Context: an optimization exercise on an open-source flow, tuned for small area. The choices shown serve that exercise and are no tape-out recipe. Function was checked by simulation only, so behaviour that the tests miss may differ from the original. Power is estimated from default activity; no workload was simulated.

// crc16_psa
module crc16_psa (
    input  wire        clk,
    input  wire        rst,
    input  wire        host_req,
    input  wire        host_we,
    input  wire [3:0]  host_idx,
    input  wire [15:0] host_wdata,
    output wire        host_ack,
    output wire [15:0] host_rdata,
    output reg         bus_req,
    output wire [1:0]  bus_cmd,
    output wire [7:0]  bus_wdata,
    input  wire        bus_ack,
    input  wire        bus_err,
    input  wire [7:0]  bus_rdata
);
clock: 10.0 ns
lec_check: 0
cap_margin: 20
core_margin: 2
core_utilization: 70
slew_margin: 20
standard.sh (not shown) runs the stock make flow with config.mk's settings and CLKGATE_MAP_FILE= SYNTH_SCRIPT=/design/flow/synth_recipe.tcl, a recipe that flattens the netlist after the stock synthesis.
==> flow/flow/run.sh <==
#!/bin/bash
# The standard layout (standard.sh: standard synthesis, floorplan, place,
# CTS, route), with these options changed:
#  - after floorplan, the combinational logic is re-mapped for area with
#    OpenROAD's restructure (flow/restructure.tcl);
#  - port buffers use the small buf_1 cell;
#  - clock tree synthesis inserts no dummy loads and uses clkbuf_8 leaf
#    clusters of at most 20 sinks.
# Tool output goes to standard.log here and to ORFS's own logs under orfs/logs.
export POST_FLOORPLAN_TCL="$(pwd)/flow/restructure.tcl"
export BUFFER_PORTS_ARGS="-buffer_cell sky130_fd_sc_hd__buf_1"
export CTS_ARGS="-sink_clustering_enable -repair_clock_nets -dont_use_dummy_load -sink_clustering_size 20 -sink_clustering_max_diameter 60 -buf_list sky130_fd_sc_hd__clkbuf_8"
bash standard.sh > standard.log 2>&1
==> flow/flow/restructure.tcl <==
# Sourced at the end of ORFS floorplan (POST_FLOORPLAN_TCL): re-map the
# combinational logic for area with OpenROAD's restructure (ABC). Registers
# are not touched. restructure hands its liberty file straight to ABC, so it
# gets a copy of the platform library without the don't-use cells.
set rs_dir [file join $::env(OBJECTS_DIR) rs_work]
file mkdir $rs_dir
set rs_lib [file join $rs_dir rs_lib.lib]
set dont_use [expr {[info exists ::env(DONT_USE_CELLS)] ? $::env(DONT_USE_CELLS) : ""}]
set fi [open [lindex $::env(LIB_FILES) 0] r]
set fo [open $rs_lib w]
set skip 0
set depth 0
set n_skipped 0
while {[gets $fi line] >= 0} {
  if {!$skip && [regexp {^\s*cell\s*\(\s*"?([^")\s]+)"?\s*\)} $line -> cname]} {
    foreach pat $dont_use {
      if {[string match $pat $cname]} { set skip 1; set depth 0; incr n_skipped; break }
    }
  }
  if {$skip} {
    incr depth [expr {[regexp -all {\{} $line] - [regexp -all {\}} $line]}]
    if {$depth <= 0 && [regexp {\}} $line]} { set skip 0 }
    continue
  }
  puts $fo $line
}
close $fi
close $fo
puts "restructure: library copy without $n_skipped don't-use cells: $rs_lib"
report_design_area
restructure -liberty_file $rs_lib -target area \
  -tielo_port sky130_fd_sc_hd__conb_1/LO -tiehi_port sky130_fd_sc_hd__conb_1/HI \
  -work_dir $rs_dir -abc_logfile [file join $::env(LOG_DIR) 2_1_restructure_abc.log]
report_design_area
The first run went through all stages and came out clean.
Then changed:
--- a/flow/design.v
+++ b/flow/design.v
@@ -53,17 +53,13 @@
                      Q_IDLE = 4'b1111;
     reg  [3:0] q;
     reg        q_read;
     reg  [6:0] q_idx;
     reg  [7:0] wreg;
     wire busy  = (q != Q_IDLE);
-    wire       m4    = (q_idx[3:0] == hb[3:0]);       
-    wire [1:0] tsel  = hb[5:4] - q_idx[5:4];           
-    wire       match = m4 & (tsel == 2'd0);            
-    wire       tbit  = (tsel == 2'd0) ? rb_ring[0] : (tsel == 2'd1) ? rb_ring[128] :
-                       (tsel == 2'd2) ? rb_ring[256] : rb_ring[384];
+    wire match = (hb == q_idx[5:0]);
     wire qeq   = (q_idx == vl[6:0]);      
     localparam [2:0] H_INIT = 3'd0, H_S0 = 3'd1, H_S1 = 3'd2, H_S2 = 3'd3, H_S3 = 3'd4;
     reg [2:0] hs;
     wire i_status = (host_idx == 4'd0);
     wire i_cmd    = (host_idx == 4'd1);
     wire i_acc    = (host_idx == 4'd2);
@@ -211,22 +207,19 @@
             endcase
         end
     end
     wire ini = (hs == H_INIT);
     wire ins_g = ini ? 1'b0 : (s1 & (op_wr_a | op_wr_p)) ? hbit : (s1 & op_data) ? ad_s : rg[0];
     wire ins_l = ini ? 1'b0 : (s1 & op_wr_l) ? hbit : (s1 & op_app) ? ad_s : rl[0];
-    wire bus_ins = (q == Q_RI2) | ((q == Q_RI) & m4 & cb0);
-    wire wr_b    = (bus_ins & (tsel == 2'd0)) | (((s2 & (op_dwr | op_app)) | s3) & match);
+    wire bus_ins = (q == Q_RI2) | ((q == Q_RI) & match & cb0);
+    wire wr_b    = bus_ins | (((s2 & (op_dwr | op_app)) | s3) & match);
     wire tap     = (hb[0] ^ half ^ s3) ? rc[7] : rc[15];
     wire src_b   = bus_ins ? wreg[7] : op_data ? hbit : tap;
     wire ins_b   = wr_b ? src_b : rb_ring[0];
     always @(posedge clk) begin
         rb_ring <= {ins_b, rb_ring[511:1]};
-        if (bus_ins & (tsel == 2'd1)) rb_ring[127] <= wreg[7];
-        if (bus_ins & (tsel == 2'd2)) rb_ring[255] <= wreg[7];
-        if (bus_ins & (tsel == 2'd3)) rb_ring[383] <= wreg[7];
         rg <= {ins_g, rg[31:1]};
         rl <= {ins_l, rl[15:1]};
     end
     assign bus_cmd   = q[1:0];
     assign bus_wdata = (q[1:0] == 2'b00) ? {7'h50, q[2]} : wreg;
     wire done  = bus_req & bus_ack;
@@ -235,17 +228,17 @@
             q_idx <= {1'b0, ({6{op_data}} & vw[5:0]) | ({6{op_app}} & vl[5:0])};
         else if ((s2 & (op_buf | op_app) & match & cb7) |
                  ((q == Q_WD) & done & ~bus_err) |
                  ((q == Q_RI2) & cb7))
             q_idx <= q_idx + 7'd1;
     end
-    wire wsh = bus_ins | ((q == Q_WD) & ~bus_req & m4);
+    wire wsh = bus_ins | ((q == Q_WD) & ~bus_req & match);
     always @(posedge clk) begin
         wreg <= ({8{q == Q_RD & done}} & bus_rdata) |
                 ({8{(q == Q_AH | q == Q_AL) & ~bus_req}} & rg[7:0]) |
-                ({8{wsh}} & {wreg[6:0], tbit}) |
+                ({8{wsh}} & {wreg[6:0], rb_ring[0]}) |
                 ({8{~(q == Q_RD & done) & ~((q == Q_AH | q == Q_AL) & ~bus_req) & ~wsh & busy}} & wreg) |
                 ({8{~busy}} & {6'd0, (z & ~ph0) | ad_s, ad_co});
     end
     wire ah_go = ~seg & cb0 & hb[0];     
     wire al_go = ~seg & ph0;             
     always @(posedge clk) begin
@@ -262,19 +255,19 @@
                 q_read <= host_wdata[0];
             end
             Q_T1: if (ph15) q <= Q_T2;
             Q_T2: if (ph15) q <= Q_T3;
             Q_T3: if (ph15) q <= Q_IDLE;
             Q_CK: if (ph15) q <= qeq ? Q_SP : q_read ? Q_RD : Q_WD;
-            Q_RI: if (m4 & cb0) q <= Q_RI2;
+            Q_RI: if (match & cb0) q <= Q_RI2;
             Q_RI2: if (cb7) q <= Q_CK;
             default: begin  
                 if (!bus_req) begin
                     if ((q == Q_AH) ? ah_go :
                         (q == Q_AL) ? al_go :
-                        (q == Q_WD) ? (m4 & cb7) : 1'b1)
+                        (q == Q_WD) ? (match & cb7) : 1'b1)
                         bus_req <= 1'b1;
                 end else if (bus_ack) begin
                     bus_req <= 1'b0;
                     if (q == Q_SP)
                         q <= q_read ? Q_IDLE : Q_T1;
                     else if (bus_err) begin
Effect: Wire length goes down by 16%. Area after synthesis went down by 0.37%. Clock power goes down by about 0.6%. Core utilization decreases by 0.66 points. Power went down by 1.2%. Count of clock-buffer cells in the layout grows by 1. Non-clock buffer count went down by 1.

what the ideal ports hide:
The results above use ideal ports. As a check the final layouts listed here were re-extracted and re-timed, cells and wires unchanged. Step 1 assumes that a clkbuf_16 drives the clock port and a buf_2 every other input. Step 2 times the ports against the registers' clock, not the clock port: input delays grow and output delays shrink by t, the midpoint of the rising clock arrivals with the driver on. Slacks: ideal / step 1 / step 2; pairs: ideal / step 1.
run | shift t [ns] | slack for setup (ns) | worst data-port slew with drivers (ns)
the first run | 0.585 | 2.843 / 2.820 / 2.820 | 0.04
the second run | 0.570 | 3.375 / 3.350 / 3.350 | 0.05
After both steps every run listed still meets setup and hold. The setup slack of the second run, which loses most, moves by -0.025 ns with the drivers and by -0.025 ns with both steps.
